From an optimization exercise on the open Yosys and OpenROAD flow, aimed at small area; shortcuts taken in it are not production practice. Only simulation tests tie the RTL to the original design; equivalence was not proved. No activity file was given, so power comes from the tool's default toggle rates.

File: design/flow/flow/run.sh
#!/bin/bash
# Standard layout, with the smallest buffer on the ports.
bash standard.sh "BUFFER_PORTS_ARGS=-buffer_cell sky130_fd_sc_hd__buf_1" > standard.log 2>&1
File: design/flow/standard.sh
#!/bin/bash
# synth_recipe.tcl (not shown) runs the flow's synth.tcl, then flattens the netlist and writes it again
# the make line also repeats each setting of config.mk as NAME=value (left out here)
make -C /OpenROAD-flow-scripts/flow DESIGN_CONFIG=/design/flow/config.mk WORK_HOME=/design/flow/orfs CLKGATE_MAP_FILE= SYNTH_SCRIPT=/design/flow/synth_recipe.tcl "${@:-finish}"
File: design/flow/config.mk
export PLATFORM = sky130hd
export DESIGN_NAME = hb_front
export DESIGN_NICKNAME = hb_front
export VERILOG_FILES = /design/flow/design.v
export SDC_FILE = /design/flow/constraint.sdc
export NUM_CORES = 4
export LEC_CHECK = 0
export CAP_MARGIN = 20
export CORE_MARGIN = 2
export CORE_UTILIZATION = 40
export CTS_BUF_LIST = sky130_fd_sc_hd__clkbuf_4 sky130_fd_sc_hd__clkbuf_8
export CTS_CLUSTER_SIZE = 20
export SLEW_MARGIN = 20
File: design/flow/constraint.sdc
create_clock -name core_clock -period 10.0 [get_ports {clk}]
set_input_delay 2.0000 -clock core_clock [delete_from_list [all_inputs] [get_ports {clk}]]
set_output_delay 2.0000 -clock core_clock [all_outputs]
set_load 0.01 [all_outputs]
File: design/flow/design.v
module hb_i2c_eeprom (
    input  wire         clk,
    input  wire         rst,
    input  wire         step,        
    input  wire         scl,         
    input  wire         sda,         
    input  wire         prev_scl,
    input  wire         prev_sda,
    input  wire [31:0]  board_id,    
    input  wire [143:0] serial_id,   
    output reg          sda_drv
);
    localparam [6:0] SLAVE_ADDR = 7'h50;
    reg       idle;
    reg       pre;
    reg [3:0] bitpos;
    reg [1:0] group;
    reg [7:0] sr;
    reg       dir;       
    reg [7:0] ee_cur;
    function [7:0] ee_byte;
        input [7:0] a;
        begin
            if (a == 8'd0)       ee_byte = 8'h4A;
            else if (a == 8'd1)  ee_byte = 8'h37;
            else if (a == 8'd2)  ee_byte = 8'h57;
            else if (a == 8'd3)  ee_byte = 8'h02;
            else if (a < 8'd8)   ee_byte = board_id[8*(7-a) +: 8];
            else if (a < 8'd26)  ee_byte = serial_id[8*(25-a) +: 8];
            else                 ee_byte = 8'hFF;
        end
    endfunction
    wire rise  = step && (scl != prev_scl) && scl;
    wire fall  = step && (scl != prev_scl) && !scl;
    wire start = step && (scl == prev_scl) && scl && (sda != prev_sda) && !sda;
    wire stop  = step && (scl == prev_scl) && scl && (sda != prev_sda) && sda;
    reg [3:0] nbitpos;
    reg [1:0] ngroup;
    always @(*) begin
        if (pre) begin
            nbitpos = 4'd0;
            ngroup  = 2'd0;
        end else if (bitpos == 4'd8) begin
            nbitpos = 4'd0;
            ngroup  = (group == 2'd2) ? 2'd2 : group + 2'd1;
        end else begin
            nbitpos = bitpos + 4'd1;
            ngroup  = group;
        end
    end
    wire [7:0] cur_byte = ee_byte(ee_cur);
    always @(posedge clk) begin
        if (rst) begin
            idle    <= 1'b1;
            pre     <= 1'b0;
            bitpos  <= 4'd0;
            group   <= 2'd0;
            sr      <= 8'd0;
            dir     <= 1'b0;
            ee_cur  <= 8'd0;
            sda_drv <= 1'b1;
        end else if (rise) begin
            sr <= {sr[6:0], sda};
        end else if (fall) begin
            if (idle) begin
                sda_drv <= 1'b1;
            end else begin
                pre    <= 1'b0;
                bitpos <= nbitpos;
                group  <= ngroup;
                if (ngroup == 2'd0) begin
                    if (nbitpos != 4'd8) begin
                        sda_drv <= 1'b1;
                    end else if (sr[7:1] == SLAVE_ADDR) begin
                        sda_drv <= 1'b0;
                        dir     <= sr[0];
                    end else begin
                        sda_drv <= 1'b1;
                        idle    <= 1'b1;
                    end
                end else if (!dir) begin
                    if (nbitpos == 4'd8) begin
                        if (ngroup == 2'd1)
                            ee_cur <= sr;
                        sda_drv <= 1'b0;
                    end else begin
                        sda_drv <= 1'b1;
                    end
                end else begin
                    if (nbitpos == 4'd8) begin
                        ee_cur  <= ee_cur + 8'd1;
                        sda_drv <= 1'b1;
                    end else begin
                        sda_drv <= cur_byte[3'd7 - nbitpos[2:0]];
                    end
                end
            end
        end else if (start) begin
            idle <= 1'b0;
            pre  <= 1'b1;
            sr   <= 8'd0;
        end else if (stop) begin
            idle <= 1'b1;
        end
    end
endmodule
module hb_deframer (
    input  wire       clk,
    input  wire       rst,
    input  wire       step,
    input  wire [7:0] e,
    output reg        ev_valid,
    output reg        ev_sop,
    output reg        ev_last,
    output wire [7:0] ev_chan,
    output wire [7:0] ev_data    
);
    localparam [7:0] PKT_SOP     = 8'h7A;
    localparam [7:0] PKT_EOP     = 8'h7B;
    localparam [7:0] PKT_CHANNEL = 8'h7C;
    localparam [7:0] PKT_ESC     = 8'h7D;
    localparam [7:0] ESC_XOR     = 8'h20;
    reg        await_chan;
    reg        inner_esc;
    reg [7:0]  chan;
    reg [12:0] word [0:31];
    assign ev_chan = chan;
    assign ev_data = inner_esc ? (e ^ ESC_XOR) : e;
    wire [4:0] h = chan[7:3];
    wire [2:0] l = chan[2:0];
    wire [31:0] sel;
    genvar gi;
    generate
        for (gi = 0; gi < 32; gi = gi + 1) begin : g_sel
            assign sel[gi] = (h == gi);
        end
    endgenerate
    reg [12:0] rw;
    integer k;
    always @(*) begin
        rw = 13'd0;
        for (k = 0; k < 32; k = k + 1)
            rw = rw | (word[k] & {13{sel[k]}});
    end
    wire [7:0] wa = rw[12:5];
    wire [4:0] wb = rw[4:0];
    reg [9:0] da;
    reg [5:0] db;
    always @(*) begin
        case (wa)
            8'd0: da = 10'b0000000000;
            8'd1: da = 10'b0000000001;
            8'd2: da = 10'b0000000010;
            8'd3: da = 10'b0000000100;
            8'd4: da = 10'b0000000101;
            8'd5: da = 10'b0000000110;
            8'd6: da = 10'b0000001000;
            8'd7: da = 10'b0000001001;
            8'd8: da = 10'b0000001010;
            8'd9: da = 10'b0000010000;
            8'd10: da = 10'b0000010001;
            8'd11: da = 10'b0000010010;
            8'd12: da = 10'b0000010100;
            8'd13: da = 10'b0000010101;
            8'd14: da = 10'b0000010110;
            8'd15: da = 10'b0000011000;
            8'd16: da = 10'b0000011001;
            8'd17: da = 10'b0000011010;
            8'd18: da = 10'b0000100000;
            8'd19: da = 10'b0000100001;
            8'd20: da = 10'b0000100010;
            8'd21: da = 10'b0000100100;
            8'd22: da = 10'b0000100101;
            8'd23: da = 10'b0000100110;
            8'd24: da = 10'b0000101000;
            8'd25: da = 10'b0000101001;
            8'd26: da = 10'b0000101010;
            8'd27: da = 10'b0001000000;
            8'd28: da = 10'b0001000001;
            8'd29: da = 10'b0001000010;
            8'd30: da = 10'b0001000100;
            8'd31: da = 10'b0001000101;
            8'd32: da = 10'b0001000110;
            8'd33: da = 10'b0001001000;
            8'd34: da = 10'b0001001001;
            8'd35: da = 10'b0001001010;
            8'd36: da = 10'b0001010000;
            8'd37: da = 10'b0001010001;
            8'd38: da = 10'b0001010010;
            8'd39: da = 10'b0001010100;
            8'd40: da = 10'b0001010101;
            8'd41: da = 10'b0001010110;
            8'd42: da = 10'b0001011000;
            8'd43: da = 10'b0001011001;
            8'd44: da = 10'b0001011010;
            8'd45: da = 10'b0001100000;
            8'd46: da = 10'b0001100001;
            8'd47: da = 10'b0001100010;
            8'd48: da = 10'b0001100100;
            8'd49: da = 10'b0001100101;
            8'd50: da = 10'b0001100110;
            8'd51: da = 10'b0001101000;
            8'd52: da = 10'b0001101001;
            8'd53: da = 10'b0001101010;
            8'd54: da = 10'b0010000000;
            8'd55: da = 10'b0010000001;
            8'd56: da = 10'b0010000010;
            8'd57: da = 10'b0010000100;
            8'd58: da = 10'b0010000101;
            8'd59: da = 10'b0010000110;
            8'd60: da = 10'b0010001000;
            8'd61: da = 10'b0010001001;
            8'd62: da = 10'b0010001010;
            8'd63: da = 10'b0010010000;
            8'd64: da = 10'b0010010001;
            8'd65: da = 10'b0010010010;
            8'd66: da = 10'b0010010100;
            8'd67: da = 10'b0010010101;
            8'd68: da = 10'b0010010110;
            8'd69: da = 10'b0010011000;
            8'd70: da = 10'b0010011001;
            8'd71: da = 10'b0010011010;
            8'd72: da = 10'b0010100000;
            8'd73: da = 10'b0010100001;
            8'd74: da = 10'b0010100010;
            8'd75: da = 10'b0010100100;
            8'd76: da = 10'b0010100101;
            8'd77: da = 10'b0010100110;
            8'd78: da = 10'b0010101000;
            8'd79: da = 10'b0010101001;
            8'd80: da = 10'b0010101010;
            8'd81: da = 10'b0100000000;
            8'd82: da = 10'b0100000001;
            8'd83: da = 10'b0100000010;
            8'd84: da = 10'b0100000100;
            8'd85: da = 10'b0100000101;
            8'd86: da = 10'b0100000110;
            8'd87: da = 10'b0100001000;
            8'd88: da = 10'b0100001001;
            8'd89: da = 10'b0100001010;
            8'd90: da = 10'b0100010000;
            8'd91: da = 10'b0100010001;
            8'd92: da = 10'b0100010010;
            8'd93: da = 10'b0100010100;
            8'd94: da = 10'b0100010101;
            8'd95: da = 10'b0100010110;
            8'd96: da = 10'b0100011000;
            8'd97: da = 10'b0100011001;
            8'd98: da = 10'b0100011010;
            8'd99: da = 10'b0100100000;
            8'd100: da = 10'b0100100001;
            8'd101: da = 10'b0100100010;
            8'd102: da = 10'b0100100100;
            8'd103: da = 10'b0100100101;
            8'd104: da = 10'b0100100110;
            8'd105: da = 10'b0100101000;
            8'd106: da = 10'b0100101001;
            8'd107: da = 10'b0100101010;
            8'd108: da = 10'b0101000000;
            8'd109: da = 10'b0101000001;
            8'd110: da = 10'b0101000010;
            8'd111: da = 10'b0101000100;
            8'd112: da = 10'b0101000101;
            8'd113: da = 10'b0101000110;
            8'd114: da = 10'b0101001000;
            8'd115: da = 10'b0101001001;
            8'd116: da = 10'b0101001010;
            8'd117: da = 10'b0101010000;
            8'd118: da = 10'b0101010001;
            8'd119: da = 10'b0101010010;
            8'd120: da = 10'b0101010100;
            8'd121: da = 10'b0101010101;
            8'd122: da = 10'b0101010110;
            8'd123: da = 10'b0101011000;
            8'd124: da = 10'b0101011001;
            8'd125: da = 10'b0101011010;
            8'd126: da = 10'b0101100000;
            8'd127: da = 10'b0101100001;
            8'd128: da = 10'b0101100010;
            8'd129: da = 10'b0101100100;
            8'd130: da = 10'b0101100101;
            8'd131: da = 10'b0101100110;
            8'd132: da = 10'b0101101000;
            8'd133: da = 10'b0101101001;
            8'd134: da = 10'b0101101010;
            8'd135: da = 10'b0110000000;
            8'd136: da = 10'b0110000001;
            8'd137: da = 10'b0110000010;
            8'd138: da = 10'b0110000100;
            8'd139: da = 10'b0110000101;
            8'd140: da = 10'b0110000110;
            8'd141: da = 10'b0110001000;
            8'd142: da = 10'b0110001001;
            8'd143: da = 10'b0110001010;
            8'd144: da = 10'b0110010000;
            8'd145: da = 10'b0110010001;
            8'd146: da = 10'b0110010010;
            8'd147: da = 10'b0110010100;
            8'd148: da = 10'b0110010101;
            8'd149: da = 10'b0110010110;
            8'd150: da = 10'b0110011000;
            8'd151: da = 10'b0110011001;
            8'd152: da = 10'b0110011010;
            8'd153: da = 10'b0110100000;
            8'd154: da = 10'b0110100001;
            8'd155: da = 10'b0110100010;
            8'd156: da = 10'b0110100100;
            8'd157: da = 10'b0110100101;
            8'd158: da = 10'b0110100110;
            8'd159: da = 10'b0110101000;
            8'd160: da = 10'b0110101001;
            8'd161: da = 10'b0110101010;
            8'd162: da = 10'b1000000000;
            8'd163: da = 10'b1000000001;
            8'd164: da = 10'b1000000010;
            8'd165: da = 10'b1000000100;
            8'd166: da = 10'b1000000101;
            8'd167: da = 10'b1000000110;
            8'd168: da = 10'b1000001000;
            8'd169: da = 10'b1000001001;
            8'd170: da = 10'b1000001010;
            8'd171: da = 10'b1000010000;
            8'd172: da = 10'b1000010001;
            8'd173: da = 10'b1000010010;
            8'd174: da = 10'b1000010100;
            8'd175: da = 10'b1000010101;
            8'd176: da = 10'b1000010110;
            8'd177: da = 10'b1000011000;
            8'd178: da = 10'b1000011001;
            8'd179: da = 10'b1000011010;
            8'd180: da = 10'b1000100000;
            8'd181: da = 10'b1000100001;
            8'd182: da = 10'b1000100010;
            8'd183: da = 10'b1000100100;
            8'd184: da = 10'b1000100101;
            8'd185: da = 10'b1000100110;
            8'd186: da = 10'b1000101000;
            8'd187: da = 10'b1000101001;
            8'd188: da = 10'b1000101010;
            8'd189: da = 10'b1001000000;
            8'd190: da = 10'b1001000001;
            8'd191: da = 10'b1001000010;
            8'd192: da = 10'b1001000100;
            8'd193: da = 10'b1001000101;
            8'd194: da = 10'b1001000110;
            8'd195: da = 10'b1001001000;
            8'd196: da = 10'b1001001001;
            8'd197: da = 10'b1001001010;
            8'd198: da = 10'b1001010000;
            8'd199: da = 10'b1001010001;
            8'd200: da = 10'b1001010010;
            8'd201: da = 10'b1001010100;
            8'd202: da = 10'b1001010101;
            8'd203: da = 10'b1001010110;
            8'd204: da = 10'b1001011000;
            8'd205: da = 10'b1001011001;
            8'd206: da = 10'b1001011010;
            8'd207: da = 10'b1001100000;
            8'd208: da = 10'b1001100001;
            8'd209: da = 10'b1001100010;
            8'd210: da = 10'b1001100100;
            8'd211: da = 10'b1001100101;
            8'd212: da = 10'b1001100110;
            8'd213: da = 10'b1001101000;
            8'd214: da = 10'b1001101001;
            8'd215: da = 10'b1001101010;
            8'd216: da = 10'b1010000000;
            8'd217: da = 10'b1010000001;
            8'd218: da = 10'b1010000010;
            8'd219: da = 10'b1010000100;
            8'd220: da = 10'b1010000101;
            8'd221: da = 10'b1010000110;
            8'd222: da = 10'b1010001000;
            8'd223: da = 10'b1010001001;
            8'd224: da = 10'b1010001010;
            8'd225: da = 10'b1010010000;
            8'd226: da = 10'b1010010001;
            8'd227: da = 10'b1010010010;
            8'd228: da = 10'b1010010100;
            8'd229: da = 10'b1010010101;
            8'd230: da = 10'b1010010110;
            8'd231: da = 10'b1010011000;
            8'd232: da = 10'b1010011001;
            8'd233: da = 10'b1010011010;
            8'd234: da = 10'b1010100000;
            8'd235: da = 10'b1010100001;
            8'd236: da = 10'b1010100010;
            8'd237: da = 10'b1010100100;
            8'd238: da = 10'b1010100101;
            8'd239: da = 10'b1010100110;
            8'd240: da = 10'b1010101000;
            8'd241: da = 10'b1010101001;
            8'd242: da = 10'b1010101010;
            default: da = 10'b0000000000;
        endcase
    end
    always @(*) begin
        case (wb)
            5'd0: db = 6'b000000;
            5'd1: db = 6'b000001;
            5'd2: db = 6'b000010;
            5'd3: db = 6'b000100;
            5'd4: db = 6'b000101;
            5'd5: db = 6'b000110;
            5'd6: db = 6'b001000;
            5'd7: db = 6'b001001;
            5'd8: db = 6'b001010;
            5'd9: db = 6'b010000;
            5'd10: db = 6'b010001;
            5'd11: db = 6'b010010;
            5'd12: db = 6'b010100;
            5'd13: db = 6'b010101;
            5'd14: db = 6'b010110;
            5'd15: db = 6'b011000;
            5'd16: db = 6'b011001;
            5'd17: db = 6'b011010;
            5'd18: db = 6'b100000;
            5'd19: db = 6'b100001;
            5'd20: db = 6'b100010;
            5'd21: db = 6'b100100;
            5'd22: db = 6'b100101;
            5'd23: db = 6'b100110;
            5'd24: db = 6'b101000;
            5'd25: db = 6'b101001;
            5'd26: db = 6'b101010;
            default: db = 6'b000000;
        endcase
    end
    wire [15:0] dall = {db, da};
    wire [1:0]  t    = dall[2*l +: 2];
    wire is_esc  = (e == PKT_ESC);
    wire is_chn  = (e == PKT_CHANNEL);
    wire is_sop  = (e == PKT_SOP);
    wire is_eop  = (e == PKT_EOP);
    wire plain   = !await_chan && !is_esc;
    wire op_app  = plain && (inner_esc || (!is_chn && !is_sop && !is_eop));
    wire op_sop  = plain && !inner_esc && is_sop;
    wire op_eop  = plain && !inner_esc && is_eop;
    reg [1:0] tn;
    always @(*) begin
        tn = t;
        if (step) begin
            if (op_sop)
                tn = 2'd1;
            else if (op_eop && t != 2'd0)
                tn = 2'd2;
            else if (op_app && t == 2'd2)
                tn = 2'd0;
        end
    end
    reg [7:0] delta;
    always @(*) begin
        case ({l, t, tn})
            {3'd0, 2'd0, 2'd0}: delta = 8'd0;
            {3'd0, 2'd0, 2'd1}: delta = 8'd1;
            {3'd0, 2'd0, 2'd2}: delta = 8'd2;
            {3'd0, 2'd1, 2'd0}: delta = 8'd255;
            {3'd0, 2'd1, 2'd1}: delta = 8'd0;
            {3'd0, 2'd1, 2'd2}: delta = 8'd1;
            {3'd0, 2'd2, 2'd0}: delta = 8'd254;
            {3'd0, 2'd2, 2'd1}: delta = 8'd255;
            {3'd0, 2'd2, 2'd2}: delta = 8'd0;
            {3'd1, 2'd0, 2'd0}: delta = 8'd0;
            {3'd1, 2'd0, 2'd1}: delta = 8'd3;
            {3'd1, 2'd0, 2'd2}: delta = 8'd6;
            {3'd1, 2'd1, 2'd0}: delta = 8'd253;
            {3'd1, 2'd1, 2'd1}: delta = 8'd0;
            {3'd1, 2'd1, 2'd2}: delta = 8'd3;
            {3'd1, 2'd2, 2'd0}: delta = 8'd250;
            {3'd1, 2'd2, 2'd1}: delta = 8'd253;
            {3'd1, 2'd2, 2'd2}: delta = 8'd0;
            {3'd2, 2'd0, 2'd0}: delta = 8'd0;
            {3'd2, 2'd0, 2'd1}: delta = 8'd9;
            {3'd2, 2'd0, 2'd2}: delta = 8'd18;
            {3'd2, 2'd1, 2'd0}: delta = 8'd247;
            {3'd2, 2'd1, 2'd1}: delta = 8'd0;
            {3'd2, 2'd1, 2'd2}: delta = 8'd9;
            {3'd2, 2'd2, 2'd0}: delta = 8'd238;
            {3'd2, 2'd2, 2'd1}: delta = 8'd247;
            {3'd2, 2'd2, 2'd2}: delta = 8'd0;
            {3'd3, 2'd0, 2'd0}: delta = 8'd0;
            {3'd3, 2'd0, 2'd1}: delta = 8'd27;
            {3'd3, 2'd0, 2'd2}: delta = 8'd54;
            {3'd3, 2'd1, 2'd0}: delta = 8'd229;
            {3'd3, 2'd1, 2'd1}: delta = 8'd0;
            {3'd3, 2'd1, 2'd2}: delta = 8'd27;
            {3'd3, 2'd2, 2'd0}: delta = 8'd202;
            {3'd3, 2'd2, 2'd1}: delta = 8'd229;
            {3'd3, 2'd2, 2'd2}: delta = 8'd0;
            {3'd4, 2'd0, 2'd0}: delta = 8'd0;
            {3'd4, 2'd0, 2'd1}: delta = 8'd81;
            {3'd4, 2'd0, 2'd2}: delta = 8'd162;
            {3'd4, 2'd1, 2'd0}: delta = 8'd175;
            {3'd4, 2'd1, 2'd1}: delta = 8'd0;
            {3'd4, 2'd1, 2'd2}: delta = 8'd81;
            {3'd4, 2'd2, 2'd0}: delta = 8'd94;
            {3'd4, 2'd2, 2'd1}: delta = 8'd175;
            {3'd4, 2'd2, 2'd2}: delta = 8'd0;
            {3'd5, 2'd0, 2'd0}: delta = 8'd0;
            {3'd5, 2'd0, 2'd1}: delta = 8'd1;
            {3'd5, 2'd0, 2'd2}: delta = 8'd2;
            {3'd5, 2'd1, 2'd0}: delta = 8'd255;
            {3'd5, 2'd1, 2'd1}: delta = 8'd0;
            {3'd5, 2'd1, 2'd2}: delta = 8'd1;
            {3'd5, 2'd2, 2'd0}: delta = 8'd254;
            {3'd5, 2'd2, 2'd1}: delta = 8'd255;
            {3'd5, 2'd2, 2'd2}: delta = 8'd0;
            {3'd6, 2'd0, 2'd0}: delta = 8'd0;
            {3'd6, 2'd0, 2'd1}: delta = 8'd3;
            {3'd6, 2'd0, 2'd2}: delta = 8'd6;
            {3'd6, 2'd1, 2'd0}: delta = 8'd253;
            {3'd6, 2'd1, 2'd1}: delta = 8'd0;
            {3'd6, 2'd1, 2'd2}: delta = 8'd3;
            {3'd6, 2'd2, 2'd0}: delta = 8'd250;
            {3'd6, 2'd2, 2'd1}: delta = 8'd253;
            {3'd6, 2'd2, 2'd2}: delta = 8'd0;
            {3'd7, 2'd0, 2'd0}: delta = 8'd0;
            {3'd7, 2'd0, 2'd1}: delta = 8'd9;
            {3'd7, 2'd0, 2'd2}: delta = 8'd18;
            {3'd7, 2'd1, 2'd0}: delta = 8'd247;
            {3'd7, 2'd1, 2'd1}: delta = 8'd0;
            {3'd7, 2'd1, 2'd2}: delta = 8'd9;
            {3'd7, 2'd2, 2'd0}: delta = 8'd238;
            {3'd7, 2'd2, 2'd1}: delta = 8'd247;
            {3'd7, 2'd2, 2'd2}: delta = 8'd0;
            default: delta = 8'd0;
        endcase
    end
    wire       in_b = l[2] && (l[1] || l[0]);
    wire [7:0] na   = in_b ? wa : wa + delta;
    wire [4:0] nb   = in_b ? wb + delta[4:0] : wb;
    wire [12:0] nw = rst ? 13'd0 : {na, nb};
    integer j;
    always @(posedge clk) begin
        for (j = 0; j < 32; j = j + 1)
            if (sel[j] || rst)
                word[j] <= nw;
    end
    always @(posedge clk) begin
        ev_sop  <= op_sop;
        ev_last <= (t == 2'd2);
        if (rst) begin
            await_chan <= 1'b0;
            inner_esc  <= 1'b0;
            chan       <= 8'd0;
            ev_valid   <= 1'b0;
        end else begin
            ev_valid <= step && (op_sop || (op_app && t != 2'd0));
            if (step) begin
                if (await_chan) begin
                    chan       <= e;
                    await_chan <= 1'b0;
                end else if (is_esc) begin
                    inner_esc <= 1'b1;
                end else if (op_app) begin
                    inner_esc <= 1'b0;
                end else if (is_chn) begin
                    await_chan <= 1'b1;
                end
            end
        end
    end
endmodule
module hb_front (
    input  wire         clk,
    input  wire         rst,
    input  wire         in_valid,
    input  wire [7:0]   in_byte,
    input  wire [31:0]  board_id,
    input  wire [143:0] serial_id,
    output reg          resp_valid,
    output wire [7:0]   resp_byte,
    output wire         pkt_valid,
    output wire         pkt_sop,
    output wire         pkt_last,
    output wire [7:0]   pkt_chan,
    output wire [7:0]   pkt_byte,
    output reg          halted
);
    localparam [7:0] CMD_PREFIX = 8'h3A;
    localparam [7:0] OUTER_ESC  = 8'h3D;
    localparam [7:0] ESC_XOR    = 8'h20;
    reg       cfg_armed;
    reg       outer_esc;
    reg       prev_scl;
    reg       prev_sda;
    reg [7:0] byte_q;
    wire       sda_drv;
    wire [7:0] pkt_data;
    wire       take     = in_valid && !halted;
    wire       is_pfx   = (in_byte == CMD_PREFIX);
    wire       is_esc   = (in_byte == OUTER_ESC);
    wire       is_data  = take && !is_pfx && !is_esc;
    wire [7:0] eff      = outer_esc ? (in_byte ^ ESC_XOR) : in_byte;
    wire       cmd      = is_data && cfg_armed;
    wire       cmd_ok   = cmd && eff[0];
    wire       i2c_step = cmd_ok && !eff[7];
    wire       pkt_step = is_data && !cfg_armed;
    hb_i2c_eeprom u_i2c (
        .clk       (clk),
        .rst       (rst),
        .step      (i2c_step),
        .scl       (eff[4]),
        .sda       (eff[5]),
        .prev_scl  (prev_scl),
        .prev_sda  (prev_sda),
        .board_id  (board_id),
        .serial_id (serial_id),
        .sda_drv   (sda_drv)
    );
    hb_deframer u_deframer (
        .clk      (clk),
        .rst      (rst),
        .step     (pkt_step),
        .e        (eff),
        .ev_valid (pkt_valid),
        .ev_sop   (pkt_sop),
        .ev_last  (pkt_last),
        .ev_chan  (pkt_chan),
        .ev_data  (pkt_data)
    );
    assign pkt_byte  = byte_q;
    assign resp_byte = {2'b00, byte_q[5:4], 4'b0111};
    always @(posedge clk) begin
        byte_q <= cfg_armed ? {pkt_data[7:6], prev_sda & sda_drv, prev_scl, pkt_data[3:0]}
                            : pkt_data;
        if (rst) begin
            cfg_armed  <= 1'b0;
            outer_esc  <= 1'b0;
            prev_scl   <= 1'b1;
            prev_sda   <= 1'b1;
            halted     <= 1'b0;
            resp_valid <= 1'b0;
        end else begin
            resp_valid <= cmd_ok;
            if (take) begin
                if (is_pfx) begin
                    cfg_armed <= 1'b1;
                end else if (is_esc) begin
                    outer_esc <= 1'b1;
                end else begin
                    outer_esc <= 1'b0;
                    if (cfg_armed) begin
                        cfg_armed <= 1'b0;
                        if (!eff[0]) begin
                            halted <= 1'b1;
                        end else begin
                            prev_scl <= eff[4];
                            prev_sda <= eff[5];
                        end
                    end
                end
            end
        end
    end
endmodule
==> results of run 1 <==
sequential cells by signal, summed over array words and instances, names as in the netlist, 2 cells and up:
name,cells
u_i2c.bitpos,4
u_i2c.sr,8
u_deframer.word,416
u_i2c.ee_cur,8
u_i2c.group,2
u_deframer.chan,8
byte_q,8
kinds of logic after synthesis:
| logic type | count (synthesis) |
|---|---|
| adders and majority gates | 37 |
| xor gates and xnor gates | 19 |
| AOI/OAI and AO/OA | 474 |
| buffers and inverters | 188 |
| DFF | 469 |
| and+or+nand+nor | 648 |
| muxes | 112 |
| other | 2 |
tightest hold or removal path, cell delays in order, from the launching register on:
cell and delay, ps:
dfxtp_1 310, nor2_1 100, nor3_1 40
cell usage in the layout, fill, tap and decap left out, types with 9 or more instances in the layout:
master and count:
mux2i_1 55, buf_1 208, clkinv_2 9, nor3_1 52, nor2b_1 16, or4_1 10, a211oi_1 27, xnor2_1 11
or2_2 36, a32oi_1 13, a22o_1 15, nand2_1 122, buf_4 90, ha_1 35, o211ai_1 24, nor3b_1 15
dfxtp_1 46, a21oi_1 74, o22ai_1 13, a2111oi_0 12, nand3_1 77, clkbuf_4 21, o21ai_0 42, edfxtp_1 416
a31oi_1 16, inv_1 38, and3_1 42, nor4_1 14, nor2_1 121, nand4_1 35, clkinv_1 22, a221oi_1 12
mux4_2 47, nand3b_1 17, a22oi_1 107, nand2b_1 23, or3_1 10, a21o_1 19, clkbuf_8 79
power groups by stage:
stage | combinational, mW | clock, mW | sequential, mW
floorplan | 1.20 | 0 | 3.22
global placement | 1.93 | 0 | 3.26
detailed placement | 1.95 | 0 | 3.27
CTS | 1.96 | 1.69 | 3.23
global route | 2.15 | 1.78 | 3.28
finish | 2.02 | 1.68 | 3.24
layer usage:
| layer | routed length [um] | track usage |
|---|---|---|
| met1 | 33900 | 0.368 |
| met5 | 0 | 0 |
| met4 | 3830 | 0.118 |
| met2 | 39300 | 0.438 |
| met3 | 9450 | 0.0602 |
metrics by stage:
stage,hold WS (ps),cells
floorplan,435,1953
global placement,474,2884
detailed placement,491,2884
CTS,498,3021
global route,532,3023
finish,504,3023
layout make-up:
type	instances	area, um^2
fillers	5336	31700
flip-flops and latches	469	13600
multi-input cells	1296	9480
repair buffers	304	1550
clock buffers	99	1240
well taps	773	967
clock inverters	38	267
inverters	44	169
worst max path at each step:
| stage | start | end | slack [ps] |
|---|---|---|---|
| 2_1_floorplan | u_deframer.chan[5] | u_deframer.word[0][12] | 1850 |
| 4_1_cts | u_deframer.chan[5] | u_deframer.word[29][12] | 560 |
| 3_3_place_gp | u_deframer.chan[5] | u_deframer.word[9][12] | 720 |
| 5_1_grt | u_deframer.chan[5] | u_deframer.word[29][12] | 410 |
| 6_report | u_deframer.chan[5] | u_deframer.word[29][12] | 820 |
| 3_5_place_dp | u_deframer.chan[5] | u_deframer.word[9][12] | 580 |
==> metrics.cfg, run 1 <==
[clocking]
cts_setup_buffers=0
cts-root-buf=clkbuf_8
htreeDepth=3
path_clk_slew_ps=60
ctsHoldBuffers=0
post_cts_resized=0
cts_tree=built
numCtsBuffers=78
clk_path_buf_depth=3
clock_latency_ps=690
cts_sinks=469

[synthesis]
synth_common_cells=edfxtp_1 (416), nand2_1 (122), nor2_1 (122), a22oi_1 (107), a21oi_1 (78)
netlist_area_um2=23800
yosys_warnings=4
synth-adder-area-share=0.0201
ys.flop_type=edfxtp_1
syn_area_per_cell_um2=12.2
synth.most_common_cell=edfxtp_1
muxShareOfSynthArea=0.0724
yosysTopAreaCellShare=0.525
synth-async-reset-ratio=0
yosys.area_share.simple=0.147
yosys.area.top_type=edfxtp_1
yosysSeqAreaShare=0.570
synth-seq-cells=469
ys_top_cells_by_area=edfxtp_1 (53%), dfxtp_1 (4.5%), mux4_2 (4.5%)
synth.distinct_cells=101
synth_xor_area_frac=0.00700
synth_edf_count=416
synth_top_family_by_area=simple AND/OR/NAND/NOR gates
synth_compound_area_frac=0.145
netlist_instances=1949

[placement]
hpwl_um=57600
place_area_um2=25700
gp_congestion=0.965
pre_cts_ws_ps=584
numPortBuffers=209

[detailed_routing]
vias=18953
drt-initial-drc-count=2668
drt_pass1_iterations=6
route.detailed.drc=0
drtAntennaViolNets=0
post_drt_via_cell_ratio=6.27
drt-total-wl_um=86500
routedWlPerCell_um=28.6

[final_layout]
final_util=0.462
design_area_um2=27200
areaGrowthSynthToFinish_pct=14.5
diodes=0
drive_gt1_frac=0.159
fin_nets=2417

[sta]
setup_viol=0
rsz0062_at_grt=no
slew_headroom=0.152
fin_crit_ps=9180
fin_crit_sh=0.918
tightest_slew_ps=1270
hold_violations=0
setup_tns_ps=0
slew_violations=0
fin_ws_ps=818
max_freq_mhz=109
skew_ps=56.7

[global_routing]
overflow=0
grt_usage=0.277
grt_max_degree=60
grt_pass1_vias=18282
antenna_found_initial=2
grt_pass1_wl_um=124000

[die]
io_pins=216
core_um2=58900
die_h_um=248
initial_core_util=0.404
dieArea_um2=61400
die_x_um=248
fp-row-count=89

[critical_path]
crit_family=simple AND/OR/NAND/NOR gates
worstRegToRegCells=31
r2r_start=u_deframer.chan[5]
worstSetupStartpointType=flip-flop
cp_max_fo=47
cp.required_ps=10480
crit_type=reg -> reg
crit_cells=31
slowest_stage=dfxtp_2
timing.critical_path.buf_inv=4
crit_arrival_ps=9660
rr_endpoint=u_deframer.word[29][12]
max_stage_delay_ps=950
end_kind=flip-flop
r2r_slack_ps=820

[pwr]
p_leak_nw=9.54
p_switching_mw=2.33
pwr-share-comb=0.291
power_density_nw_per_um2=255
total_power_mw=6.93
intPower_mw=4.60
clkPwrFrac=0.243
swShare=0.336
pwr-share-seq=0.467
ir_worst_vdd_mv=0.152

[run]
drv_cap=0

[min_path]
holdPathStages=2
holdPathEnd=outer_esc
hold_path.class=reg -> reg
holdCritStartpoint=outer_esc

[outcome]
status=finished clean

==> run 2: changes to the inputs <==
==> design/flow/run.sh (new file) <==
#!/bin/bash
# synth_recipe.tcl (not shown) runs the flow's synth.tcl, then flattens the netlist and writes it again
# the make line also repeats each setting of config.mk as NAME=value (left out here)
make -C /OpenROAD-flow-scripts/flow DESIGN_CONFIG=/design/flow/config.mk WORK_HOME=/design/flow/orfs CLKGATE_MAP_FILE= SYNTH_SCRIPT=/design/flow/synth_recipe.tcl finish
--- a/design/flow/config.mk
+++ b/design/flow/config.mk
@@ -10,4 +10,2 @@
 export CORE_UTILIZATION = 40
-export CTS_BUF_LIST = sky130_fd_sc_hd__clkbuf_4 sky130_fd_sc_hd__clkbuf_8
-export CTS_CLUSTER_SIZE = 20
 export SLEW_MARGIN = 20
removed: design/flow/flow/run.sh
removed: design/flow/standard.sh
==> run 2 against run 1 <==
Still clean on timing, DRC and antenna. Global-route usage is essentially flat. Combinational power barely moved. Count of clock-buffer cells in the layout down 33. Worst hold slack worse by 1.6 ps. Die area did not move. Core utilization is 1.9 points higher. Sequential share of layout area down 2.0 points. Maximum frequency fell by 2.0%. Synthesized cell count did not move. Sequential cell count did not move. First-iteration DRC count down 1.1%. Synthesized area unchanged. Critical path type unchanged.
==> metrics.cfg, run 2 <==
[synthesis]
yosysTopAreaCellShare=0.525
synth_xor_area_frac=0.00700
ys_top_cells_by_area=edfxtp_1 (53%), dfxtp_1 (4.5%), mux4_2 (4.5%)
yosys_warnings=4
synth.most_common_cell=edfxtp_1
netlist_area_um2=23800
synth-seq-cells=469
synth.distinct_cells=101
synth_common_cells=edfxtp_1 (416), nand2_1 (122), nor2_1 (122), a22oi_1 (107), a21oi_1 (78)
synth_top_family_by_area=simple AND/OR/NAND/NOR gates
ys.flop_type=edfxtp_1
yosys.area.top_type=edfxtp_1
yosys.area_share.simple=0.147
synth-adder-area-share=0.0201
muxShareOfSynthArea=0.0724
yosysSeqAreaShare=0.570
syn_area_per_cell_um2=12.2
netlist_instances=1949
synth_compound_area_frac=0.145
synth-async-reset-ratio=0
synth_edf_count=416

[sta]
setup_viol=0
fin_ws_ps=629
hold_violations=0
fin_crit_ps=9370
skew_ps=34.9
tightest_slew_ps=1130
whs_ps=502
slew_headroom=0.246
slew_violations=0
rsz0062_at_grt=no
max_freq_mhz=107
setup_tns_ps=0
fin_crit_sh=0.937

[final_layout]
drive_gt1_frac=0.129
layout_common_cells=edfxtp_1 (416), clkdlybuf4s50_1 (208), nor2_1 (122), nand2_1 (122), a22oi_1 (107)
final_util=0.481
final_common_cell=edfxtp_1
layout.cells.non_filler=2956
areaGrowthSynthToFinish_pct=19.2
fin_nets=2368
top_register=u_deframer.word
largest_reg_flops=416

[clocking]
cts_setup_buffers=0
ctsHoldBuffers=0
post_cts_resized=0
cts_sinks=469
cts-root-buf=clkbuf_16
clk_path_buf_depth=3
cts_tree=built
htreeDepth=2
numCtsBuffers=48
path_clk_slew_ps=60
clock_latency_ps=610

[placement]
hpwl_um=58200
pre_cts_ws_ps=873
numPortBuffers=209
gp_congestion=0.938
dp.cells=2865

[critical_path]
cp_max_fo=42
r2r_slack_ps=630
max_stage_delay_ps=900
crit_arrival_ps=9660
crit_family=compound AO/OA/AOI/OAI gates
cp.required_ps=10290
slowest_stage=dfxtp_2
crit_type=reg -> reg
end_kind=flip-flop
timing.critical_path.buf_inv=2
worstSetupStartpointType=flip-flop

[outcome]
status=finished clean

[detailed_routing]
drtAntennaViolNets=0
vias=18765
routedWlPerCell_um=29.3
post_drt_via_cell_ratio=6.35
drt-initial-drc-count=2638
route.detailed.drc=0
drt_pass1_iterations=6
drt-total-wl_um=86500

[run]
drv_cap=0

[die]
fp-row-count=89
initial_core_util=0.404
core_um2=58900
io_pins=216
die_h_um=248
dieArea_um2=61400
die_x_um=248

[pwr]
power_density_nw_per_um2=248
ir_worst_vdd_mv=0.197
p_leak_nw=9.93

[min_path]
hold_path.class=reg -> reg

[global_routing]
overflow=0
grt_usage=0.277
antenna_found_initial=2
grt_pass1_wl_um=125000
grt_max_degree=64
grt_pass1_vias=18147

-- run 2: cell types whose count changed in the layout (fill, tap and decap cells not counted), sizes merged --
cell,delta
buf,-226
clkdlybuf4s50,+208
clkbuf,-34
clkinv,-16
clkinvlp,-3
inv,+2
bufinv,+1
diode,+1
-- run 2: cells by family (layout without fill, tap and decap cells) --
family / after synthesis / count (layout)
compound gates: 474 / 474
xor+xnor: 19 / 19
fa+ha+maj: 37 / 37
buf+inv: 188 / 417
flops: 469 / 469
mux: 112 / 112
other cells: 2 / 7
simple gates: 648 / 648
-- run 2: layout make-up --
cell class                      instances  area (um^2)
Fill cell                            5187        30600
Inverter                               44          169
Clock buffer                           66         1270
Antenna cell                            1         2.50
Clock inverter                         22          241
Sequential cell                       469        13600
Multi-Input combinational cell       1296         9460
Timing Repair Buffer                  285         2670
Tap cell                              773          967
-- run 2: through the flow --
stage | total power [mW] | instance area [um^2]
2_1_floorplan | 4.42 | 23800
5_1_grt | 7.31 | 28300
6_report | 7.03 | 28300
3_3_place_gp | 5.22 | 26800
3_5_place_dp | 5.24 | 26800
4_1_cts | 6.98 | 28300
-- run 2: path summary, 6_finish.rpt --
path         cells past startpoint                from                       to
max                             30  u_deframer.chan[6]  u_deframer.word[16][12]
min                              2     u_i2c.bitpos[1]          u_i2c.bitpos[1]
max reg2reg                     30  u_deframer.chan[6]  u_deframer.word[16][12]
min reg2reg                      2     u_i2c.bitpos[1]          u_i2c.bitpos[1]
-- run 2: power by group --
| group | internal, mW | switching, mW |
|---|---|---|
| sequential | 3.07 | 0.165 |
| combinational | 0.675 | 1.37 |
| clock | 0.976 | 0.777 |
-- run 2: per-layer routing --
metal  GRT usage  vias up  wire length, um
met2       0.450     1146            40100
met3      0.0501      204             8790
met5           0        -               43
met1       0.373     9343            34200
li1            -     8068                -
met4      0.0977        4             3330
-- run 2: worst min-delay path, cell delays in order, from the launching register on --
cell and delay, ps:
dfxtp_1 340, nand2_1 60, a21oi_1 50

==> re-timing with driven ports <==
The results above use ideal ports. As a check the final layouts listed here were re-extracted and re-timed, cells and wires unchanged. Step 1 sets driving cells, clkbuf_16 on the clock port and buf_2 on the other inputs (assumed; they add their load-dependent delay and slew). Step 2, shift: input delay + t, output delay - t, t = (earliest + latest rising clock arrival at the registers) / 2. This alone moves slack from input paths to output paths. Slacks: ideal ports / drivers / drivers and shift; pairs: ideal ports / drivers.
run	shift t [ns]	setup slack, ns	clock arrival spread, ns
run 1	0.720	0.818 / 0.818 / 0.818	0.057 / 0.057
run 2	0.653	0.629 / 0.629 / 0.629	0.035 / 0.034
After both steps every run listed still meets setup and hold.
